This is an optimization exercise on Yosys and OpenROAD, whose aim is small area and few clock cycles per item, not a production implementation. Only simulation tests tie the RTL to the original design; equivalence was not proved. Power is estimated from default activity; no workload was simulated.

==> flow/flow/run.sh <==
#!/bin/bash
# The standard ORFS layout (standard.sh, unchanged synthesis, floorplan, power grid,
# placement, routing), with two settings changed:
#  - port buffers: one buf_1 per input and output port (buffer_ports -buffer_cell),
#    instead of the larger cell buffer_ports picks by default;
#  - clock tree: clkbuf_8 buffers, sink clusters of up to 20 flip-flops within 60 um,
#    no dummy loads.
# The make output goes to standard_flow.log; ORFS keeps each step's log under orfs/logs/.
set -euo pipefail
bash standard.sh \
  "BUFFER_PORTS_ARGS=-buffer_cell sky130_fd_sc_hd__buf_1" \
  "CTS_ARGS=-sink_clustering_enable -repair_clock_nets -dont_use_dummy_load -buf_list sky130_fd_sc_hd__clkbuf_8 -sink_clustering_size 20 -sink_clustering_max_diameter 60" \
  finish > standard_flow.log 2>&1
==> flow/standard.sh <==
#!/bin/bash
# synth_recipe.tcl (not shown) runs the flow's synth.tcl, then flattens the netlist and writes it again
# the make line also repeats each setting of config.mk as NAME=value (left out here)
make -C /OpenROAD-flow-scripts/flow DESIGN_CONFIG=/design/flow/config.mk WORK_HOME=/design/flow/orfs CLKGATE_MAP_FILE= SYNTH_SCRIPT=/design/flow/synth_recipe.tcl "${@:-finish}"
==> flow/config.mk <==
export PLATFORM = sky130hd
export DESIGN_NAME = softspi_exp
export DESIGN_NICKNAME = softspi_exp
export VERILOG_FILES = /design/flow/design.v
export SDC_FILE = /design/flow/constraint.sdc
export NUM_CORES = 4
export LEC_CHECK = 0
export CAP_MARGIN = 20
export CORE_MARGIN = 2
export CORE_UTILIZATION = 65
export SLEW_MARGIN = 20
==> flow/constraint.sdc <==
create_clock -name core_clock -period 10.0 [get_ports {clk}]
set_input_delay 2.0000 -clock core_clock [delete_from_list [all_inputs] [get_ports {clk}]]
set_output_delay 2.0000 -clock core_clock [all_outputs]
set_load 0.01 [all_outputs]
==> flow/design.v <==
module softspi_exp (
    input  wire        clk,
    input  wire        rst,           
    input  wire        cmd_valid,
    output wire        cmd_ready,
    input  wire [31:0] cmd,
    input  wire [31:0] now,           
    output reg         rsp_valid,
    output wire [15:0] rsp_data,
    output reg         rsp_refused,
    output reg         pins_oe,
    output reg         out_data,
    output reg         out_clk,
    output reg         out_latch,
    output reg         in_latch,
    output reg         in_clk,
    input  wire        in_data,
    output reg         dac_cs,
    output reg         dac_data,
    output reg         adc_convst,
    input  wire        adc_data
);
    localparam [3:0] S_IDLE  = 4'd0,
                     S_LAT   = 4'd1,    
                     S_LATCH = 4'd2,    
                     S_DAC   = 4'd3,    
                     S_SCAN  = 4'd4,    
                     S_READ  = 4'd5,    
                     S_CONV  = 4'd6,    
                     S_RPIN  = 4'd7,    
                     S_RCH   = 4'd8;    
    reg [3:0]  state;
    reg [23:0] out_state;
    reg        out_zero;       
    reg        in_zero;        
    reg        adc_zero;       
    reg [31:0] last;
    reg        primed;
    wire       enabled = pins_oe;    
    reg [130:0] aring;
    reg [15:0]  iring;
    reg [16:0]  dring;
    reg [7:0]   ph_a;          
    reg [3:0]   ph_i;          
    reg [6:0]  bc;             
    reg [2:0]  sub;            
    reg [4:0]  ridx;           
    reg        wv;             
    reg        is_wpin;
    reg        chain;          
    reg        k_rch, k_rpin;  
    wire [7:0] c_op  = cmd[31:24];
    wire [7:0] c_idx = cmd[15:8];
    wire [7:0] c_ch  = cmd[23:16];
    wire z23 = (cmd[23:0] == 24'd0);
    wire z_hi = (cmd[23:16] == 8'd0);
    wire z_lo = (cmd[7:0] == 8'd0);
    wire d_start = (c_op == 8'h01) && z23;
    wire d_stop  = (c_op == 8'h02) && z23;
    wire d_wpin  = (c_op == 8'h10) && z_hi && (cmd[7:1] == 7'd0);
    wire d_wport = (c_op == 8'h11);
    wire d_scan  = (c_op == 8'h20) && z23;
    wire d_rpin  = (c_op == 8'h21) && z_hi && z_lo;
    wire d_setch = (c_op == 8'h30);
    wire d_conv  = (c_op == 8'h40) && z23;
    wire d_rsmp  = (c_op == 8'h41) && z23;
    wire d_rch   = (c_op == 8'h42) && z_hi && z_lo;
    wire d_task  = (c_op == 8'h50) && z23;
    wire c_legal = d_start | d_stop | d_wpin | d_wport | d_scan | d_rpin |
                   d_setch | d_conv | d_rsmp | d_rch | d_task;
    wire [5:0]  el_lo  = {1'b0, now[4:0]} - {1'b0, last[4:0]};
    wire [26:0] el_t   = now[31:5] ^ last[31:5];
    wire [26:0] el_a   = ~now[31:5] & last[31:5];
    wire        el_eq  = ~|el_t;
    wire        el_p1  = el_t[0] & (&(el_t[26:1] ~^ el_a[25:0]));
    wire        el_hz  = el_lo[5] ? el_p1 : el_eq;
    wire        due    = primed || !el_hz || (&el_lo[4:1]);
    assign cmd_ready = (state == S_IDLE);
    wire   accept    = cmd_valid && cmd_ready;
    wire [15:0] a_tap;
    genvar gj;
    generate
        for (gj = 0; gj < 16; gj = gj + 1) begin : g_tap
            assign a_tap[15 - gj] = aring[90 - 6 * gj];
        end
    endgenerate
    assign rsp_data = k_rch ? a_tap : {15'd0, k_rpin & iring[15]};
    reg [7:0] rch_pre;
    always @(*) begin
        case (ridx[2:0])
            3'd0: rch_pre = 8'd89;
            3'd1: rch_pre = 8'd54;
            3'd2: rch_pre = 8'd19;
            3'd3: rch_pre = 8'd115;
            3'd4: rch_pre = 8'd80;
            3'd5: rch_pre = 8'd45;
            3'd6: rch_pre = 8'd10;
            default: rch_pre = 8'd106;
        endcase
    end
    wire rch_hit = (ph_a == rch_pre);
    wire [3:0] rp_k   = {ridx[3], ~ridx[2:0]};
    wire [3:0] rp_pre = {rp_k[3] ^ rp_k[0], rp_k[2:0]} + 4'd14;
    wire rpin_hit = (ph_i == rp_pre);
    reg [23:0] dword;
    always @(*) begin
        case (sub)
            3'd0: dword = 24'h200003;
            3'd1: dword = 24'h300003;
            3'd2: dword = 24'h1F8000;
            3'd3: dword = 24'h380001;
            3'd4: dword = 24'h020000;
            default: dword = 24'h180000;
        endcase
    end
    wire [4:0] dbit_m = bc[5:1];
    wire dac_bit = (sub[2] && sub[0] && dbit_m >= 5'd7) ? dring[16]
                                                    : dword[5'd23 - dbit_m];
    wire out_top = out_zero ? 1'b0 : out_state[23];
    wire out_b   = (is_wpin && bc[4:0] == ~ridx) ? wv : out_top;
    wire a_wr = (state == S_READ) && !in_clk && (sub == 3'd2);
    wire i_wr = (state == S_SCAN) && !in_clk && (sub == 3'd7);
    wire i_first = (bc[3:0] == 4'd0);
    always @(posedge clk) begin
        aring <= {aring[129:0], a_wr ? adc_data : aring[130]};
        iring <= {iring[14:0], i_wr ? in_data : iring[15]};
        ph_a  <= a_wr && bc == 7'd0 ? 8'd0 : (ph_a == 8'd130 ? 8'd0 : ph_a + 8'd1);
        ph_i  <= i_wr && i_first ? 4'd0 : ph_i + 4'd1;
    end
    integer m;
    always @(posedge clk) begin
        if (accept) begin
            for (m = 7; m < 24; m = m + 1)
                dring[(16 - 2 * m + 34) % 17] <= cmd[23 - m];
        end else begin
            dring <= {dring[15:0], dring[16]};
        end
    end
    wire fire = d_task && enabled && due;
    always @(posedge clk) begin
        if (accept && fire)
            last <= now;
        if (accept) begin
            ridx <= cmd[12:8];
            wv   <= cmd[0];
        end
    end
    wire sub_ok  = sub[2] | (sub[1] & sub[0]);
    wire out_rot = (state == S_LAT) && !out_clk && (out_b == out_data) && sub_ok;
    always @(posedge clk) begin
        if (accept && d_wport)
            out_state <= cmd[23:0];
        else if (out_rot)
            out_state <= {out_state[22:0], out_b};
    end
    always @(posedge clk) begin
        if (rst) begin
            state       <= S_IDLE;
            out_zero    <= 1'b1;
            in_zero     <= 1'b1;
            adc_zero    <= 1'b1;
            primed      <= 1'b0;
            rsp_valid   <= 1'b0;
            rsp_refused <= 1'b0;
            k_rch       <= 1'b0;
            k_rpin      <= 1'b0;
            pins_oe     <= 1'b0;
            out_data    <= 1'b0;
            out_clk     <= 1'b0;
            out_latch   <= 1'b0;
            in_latch    <= 1'b1;
            in_clk      <= 1'b1;
            dac_cs      <= 1'b1;
            dac_data    <= 1'b0;
            adc_convst  <= 1'b1;
            sub         <= 3'd0;
        end else begin
            rsp_valid <= 1'b0;
            case (state)
            S_IDLE: begin
                if (sub != 3'd7)
                    sub <= sub + 3'd1;
                if (accept) begin
                    rsp_refused <= !c_legal;
                    k_rch   <= 1'b0;
                    k_rpin  <= 1'b0;
                    is_wpin <= d_wpin;
                    chain   <= d_start | d_task;
                    bc      <= 7'd8;
                    if (d_start) begin
                        pins_oe  <= 1'b1;
                        out_zero <= 1'b1;
                        in_zero  <= 1'b1;
                        adc_zero <= 1'b1;
                        primed   <= 1'b1;
                        state    <= S_LAT;
                    end else if (d_stop) begin
                        pins_oe   <= 1'b0;
                        in_zero   <= 1'b1;
                        out_zero  <= 1'b1;
                        rsp_valid <= 1'b1;
                    end else if (d_wpin && c_idx < 8'd24) begin
                        state <= S_LAT;
                    end else if (d_wport) begin
                        out_zero <= 1'b0;
                        state    <= S_LAT;
                    end else if (d_scan) begin
                        state <= S_SCAN;
                    end else if (d_rpin && c_idx < 8'd16 && !in_zero) begin
                        k_rpin <= 1'b1;
                        state  <= S_RPIN;
                    end else if (d_setch && c_ch < 8'd2) begin
                        sub   <= 3'd5;
                        bc    <= 7'd0;
                        state <= S_DAC;
                    end else if (d_conv) begin
                        state <= S_CONV;
                    end else if (d_rsmp) begin
                        state <= S_READ;
                    end else if (d_rch && c_idx < 8'd8 && !adc_zero) begin
                        k_rch <= 1'b1;
                        state <= S_RCH;
                    end else if (fire) begin
                        primed <= 1'b0;
                        state  <= S_SCAN;
                    end else begin
                        rsp_valid <= 1'b1;
                    end
                end
            end
            S_LAT: begin
                if (sub != 3'd7)
                    sub <= sub + 3'd1;
                if (out_clk) begin
                    out_clk <= 1'b0;
                    if (out_b != out_data) begin
                        out_data <= out_b;
                        sub      <= 3'd0;
                    end
                end else if (out_b != out_data) begin
                    out_data <= out_b;
                    sub      <= 3'd0;
                end else if (sub_ok) begin
                    out_clk <= 1'b1;
                    bc      <= bc + 7'd1;
                    if (bc[4:0] == 5'd31)
                        state <= S_LATCH;
                end
            end
            S_LATCH: begin
                if (!out_latch) begin
                    out_latch <= 1'b1;
                end else begin
                    out_latch <= 1'b0;
                    out_clk   <= 1'b0;
                    out_zero  <= 1'b0;
                    bc        <= 7'd0;
                    if (chain) begin
                        sub   <= 3'd0;
                        state <= S_DAC;
                    end else begin
                        rsp_valid <= 1'b1;
                        state     <= S_IDLE;
                    end
                end
            end
            S_DAC: begin
                if (bc == 7'd48) begin
                    dac_cs <= 1'b1;
                    bc     <= 7'd0;
                    if (chain && sub != 3'd4) begin
                        sub <= sub + 3'd1;
                    end else begin
                        rsp_valid <= 1'b1;
                        state     <= S_IDLE;
                    end
                end else begin
                    bc <= bc + 7'd1;
                    if (!bc[0]) begin
                        dac_cs   <= 1'b0;
                        out_clk  <= 1'b1;
                        dac_data <= dac_bit;
                    end else begin
                        out_clk  <= 1'b0;
                    end
                end
            end
            S_SCAN: begin
                if (!bc[4]) begin
                    if (in_latch) begin
                        in_latch <= 1'b0;
                    end else begin
                        in_latch <= 1'b1;
                        bc       <= 7'd16;
                    end
                end else if (in_clk) begin
                    in_clk <= 1'b0;
                    sub    <= 3'd0;
                end else if (sub != 3'd7) begin
                    sub <= sub + 3'd1;
                end else begin
                    in_clk <= 1'b1;
                    bc     <= bc + 7'd1;
                    if (bc[3:0] == 4'd15) begin
                        in_zero <= 1'b0;
                        if (chain) begin
                            state <= S_READ;
                        end else begin
                            rsp_valid <= 1'b1;
                            state     <= S_IDLE;
                        end
                    end
                end
            end
            S_READ: begin
                if (in_latch) begin
                    in_latch <= 1'b0;
                    sub      <= 3'd2;
                    bc       <= 7'd0;
                end else if (in_clk) begin
                    if (sub == 3'd3) begin
                        in_latch <= 1'b1;
                        adc_zero <= 1'b0;
                        if (chain) begin
                            adc_convst <= 1'b0;
                            sub        <= 3'd0;
                            state      <= S_CONV;
                        end else begin
                            rsp_valid <= 1'b1;
                            state     <= S_IDLE;
                        end
                    end else if (sub == 3'd2) begin
                        in_clk <= 1'b0;
                        sub    <= 3'd0;
                    end else begin
                        sub <= sub + 3'd1;
                    end
                end else if (sub != 3'd2) begin
                    sub <= sub + 3'd1;
                end else begin
                    in_clk <= 1'b1;
                    bc     <= bc + 7'd1;
                    sub    <= (bc == 7'd127) ? 3'd3 : 3'd0;
                end
            end
            S_CONV: begin
                if (adc_convst) begin
                    adc_convst <= 1'b0;
                    sub        <= 3'd0;
                end else if (sub != 3'd2) begin
                    sub <= sub + 3'd1;
                end else begin
                    adc_convst <= 1'b1;
                    rsp_valid  <= 1'b1;
                    state      <= S_IDLE;
                end
            end
            S_RPIN: begin
                if (rpin_hit) begin
                    rsp_valid <= 1'b1;
                    state     <= S_IDLE;
                end
            end
            S_RCH: begin
                if (rch_hit) begin
                    rsp_valid <= 1'b1;
                    state     <= S_IDLE;
                end
            end
            default: state <= S_IDLE;
            endcase
        end
    end
endmodule
==> impl_metrics.py <==
metrics = {
    "detailed_routing": {
        "drc": 0,
        "wire_per_inst_um": 18.60,
        "via_per_inst": 5.869,
        "dr.pass1.iters": 5,
        "drtAntennaViolNets": 0,
        "drtIter0Drc": 563,
        "drt_wl_total_um": 22880,
        "vias": 7219,
    },
    "worst_setup_path": {
        "slowest_delay_ps": 930,
        "slowest_stage": "inv_1",
        "cp_max_fo": 29,
        "worstSetupPathType": "input pin to flop",
        "crit_family": "buffers and inverters",
        "crit_top_cell": "nand2_1",
        "required_ps": 10140,
        "start_kind": "input pin",
        "reg2reg_slack_ps": 5530,
        "cp-end-kind": "flop",
        "worst-path-buf-inv": 3,
        "crit_chain": "buf_1 -> nand2_1 -> inv_1 -> nand2_1 -> o41ai_2 -> buf_4",
        "crit_arrival_ps": 5140,
    },
    "yosys": {
        "yosysWarnings": 1,
        "seq_area_frac_synth_pct": 58.33,
        "synth_seq_cells": 271,
        "synth_edf_count": 71,
        "ys_types": 81,
        "netlist_area_um2": 10520,
        "synthArstFlopShare_pct": 0,
        "syn_nets": 1048,
        "syn-instance-count": 931,
        "postSynthAreaPerCell_um2": 11.30,
        "synth_flop_cell": "dfxtp_1",
    },
    "timing": {
        "hold_viol_final": 0,
        "setup_viol_count_final": 0,
        "rsz0062_at_grt": "false",
        "fin_crit_sh_pct": 49.97,
        "slew_violations": 0,
        "fmax_mhz": 200.1,
        "setup_tns_ps": 0,
        "worst_slew_margin_rel_pct": 30.06,
        "hold_ws_ps": 326.3,
        "finalClockSkew_ps": 98.66,
        "tightest_slew_ps": 1047,
        "period_minus_slack_ps": 4997,
    },
    "grt": {
        "first_global_vias": 7302,
        "grt_util_all_layers_pct": 26.53,
        "antenna_found_initial": 0,
        "grt_pass1_wl_um": 37090,
        "grt_max_degree": 33,
        "overflow": 0,
    },
    "flow_run": {
        "maxCapViolations": 0,
    },
    "clocking": {
        "clk_latency_ps": 560,
        "root_buffer": "clkbuf_8",
        "path_clk_slew_ps": 110,
        "cts_hold_buf": 0,
        "post_cts_resize_count": 0,
        "cts.sinks": 271,
        "cts_setup_buffers": 0,
        "numCtsBuffers": 20,
        "h-tree-depth": 1,
        "cts_max_path_buffers": 3,
        "cts_tree": "built",
    },
    "status": {
        "outcome": "no timing/DRC/antenna violations",
    },
    "pwr": {
        "power_leakage_nw": 4.415,
        "p_per_area_nw_per_um2": 158.1,
        "ir_worst_vdd_uv": 183.1,
    },
    "final_layout": {
        "syn_to_final_growth_pct": 7.624,
        "drive_above_1_share_pct": 7.298,
        "final_core_util_pct": 71.53,
        "postLayoutCellArea_um2": 11320,
        "mostFrequentLayoutCells": "200 x dfxtp_1, 96 x buf_1, 90 x nand2_1, 71 x edfxtp_1, 54 x nor2_1",
        "final_common_cell": "dfxtp_1",
        "nNetsFinal": 1133,
        "n_antenna_cell": 0,
    },
    "floorplanning": {
        "pin_count": 97,
        "core_area_um2": 15830,
        "die_w_um": 131.2,
        "initial_core_util_pct": 66.47,
        "die-area_um2": 17220,
        "rows": 46,
        "die_y_um": 131.2,
    },
    "placement": {
        "place_area_um2": 11050,
        "place.port_buffers": 96,
        "routabilityCongestion": 0.9269,
        "dp_hpwl_um": 16730,
    },
    "worst_hold_path": {
        "min_path_type": "flop to flop",
    },
}
-- cells in the mapped netlist (all sizes together) (11+ instances only) --
| library cell | n | area [um^2] |
|---|---|---|
| o21ai | 29 | 145.1 |
| xor2 | 42 | 367.9 |
| edfxtp | 71 | 2132 |
| nand2 | 90 | 337.8 |
| mux2 | 26 | 296.5 |
| nor2b | 11 | 68.82 |
| and2 | 20 | 125.1 |
| inv | 48 | 180.2 |
| nor3 | 20 | 100.1 |
| a31oi | 12 | 75.07 |
| dfxtp | 200 | 4004 |
| xnor2 | 19 | 166.4 |
| nand4 | 14 | 93.84 |
| nor2 | 54 | 202.7 |
| ha | 47 | 588.1 |
| a21oi | 23 | 115.1 |
| nor4 | 18 | 125.1 |
| clkbuf | 27 | 101.4 |
| nand3 | 19 | 95.09 |
-- where the power goes --
part | leakage [nW] | switching [mW] | internal [mW]
combinational | 2.00 | 0.0754 | 0.0547
sequential | 2.27 | 0.0276 | 1.14
clock | 0.144 | 0.310 | 0.180
total | 4.42 | 0.413 | 1.38
-- layer usage --
metal | wire [um] | track usage [%]
met4 | 883 | 10.27
met5 | 0 | 0
met3 | 1180 | 3.935
met2 | 10770 | 43.92
met1 | 10050 | 35.52
-- final timing paths --
path | start | endpoint | cells past startpoint
worst min-delay path | iring[10]$_DFF_P_ | iring[11]$_DFF_P_ | 0
worst max register to register | state[1]$_SDFFE_PP0P_ | out_state[23]$_DFFE_PP_ | 8
worst min register to register | iring[10]$_DFF_P_ | iring[11]$_DFF_P_ | 0
worst max-delay path | cmd_valid | out_state[23]$_DFFE_PP_ | 6
-- area by class of cell --
cell class / instances / area (um^2)
Multi-Input combinational cell: 575 / 4074
Fill cell: 1197 / 4506
Clock buffer: 20 / 275.3
Sequential cell: 271 / 6136
Timing Repair Buffer: 99 / 382.9
Inverter: 49 / 183.9
Tap cell: 216 / 270.3
-- state kept, by name, summed over array words and instances, names as in the netlist, 3 cells and up --
| name | cells |
|---|---|
| state | 4 |
| dring | 17 |
| iring | 16 |
| sub | 3 |
| last | 32 |
| out_state | 24 |
| bc | 7 |
| ridx | 5 |
| ph_i | 4 |
| aring | 131 |
| ph_a | 8 |
-- through the flow --
stage / setup slack (ps) / total power, mW / instances
floorplan: 3784 / 1.277 / 931
global route: 4622 / 1.862 / 1230
CTS: 4985 / 1.807 / 1230
global placement: 4696 / 1.315 / 1210
finish: 5003 / 1.791 / 1230
detailed placement: 4493 / 1.324 / 1210
-- cells by family (layout without fill, tap and decap cells) --
logic type,Yosys count,count (layout),share of synthesized area (%)
simple gates,304,304,15.58
flops,271,271,58.33
compound gates,126,126,8.325
buf+inv,85,168,3.140
xor+xnor,61,61,5.078
fa+ha+maj,48,48,5.780
mux,36,36,3.770
Testbench counts, summed over its fixed seeds: cycles 523,658, items 2,406.

==> separate check: timing with driven ports <==
Ports are ideal in the flow. The routed layout listed here was re-timed in OpenROAD.
Step 1: set_driving_cell puts a clkbuf_16 on clk and a buf_2 on each other input, an assumption about the parent block.
Step 2 times the ports against the registers' clock, not the clock port: input delays grow and output delays shrink by t, the midpoint of the rising clock arrivals with the driver on.
Three values: no drivers, after step 1, after step 2; two values: the first two.
shift t [ns]: 0.550
setup slack, ns: 5.003 / 4.983 / 4.433
latest minus earliest clock arrival (ns): 0.098 / 0.099
After both steps setup and hold are still met in this run. The setup slack of this run moves by -0.020 ns with the drivers and by -0.570 ns with both steps.
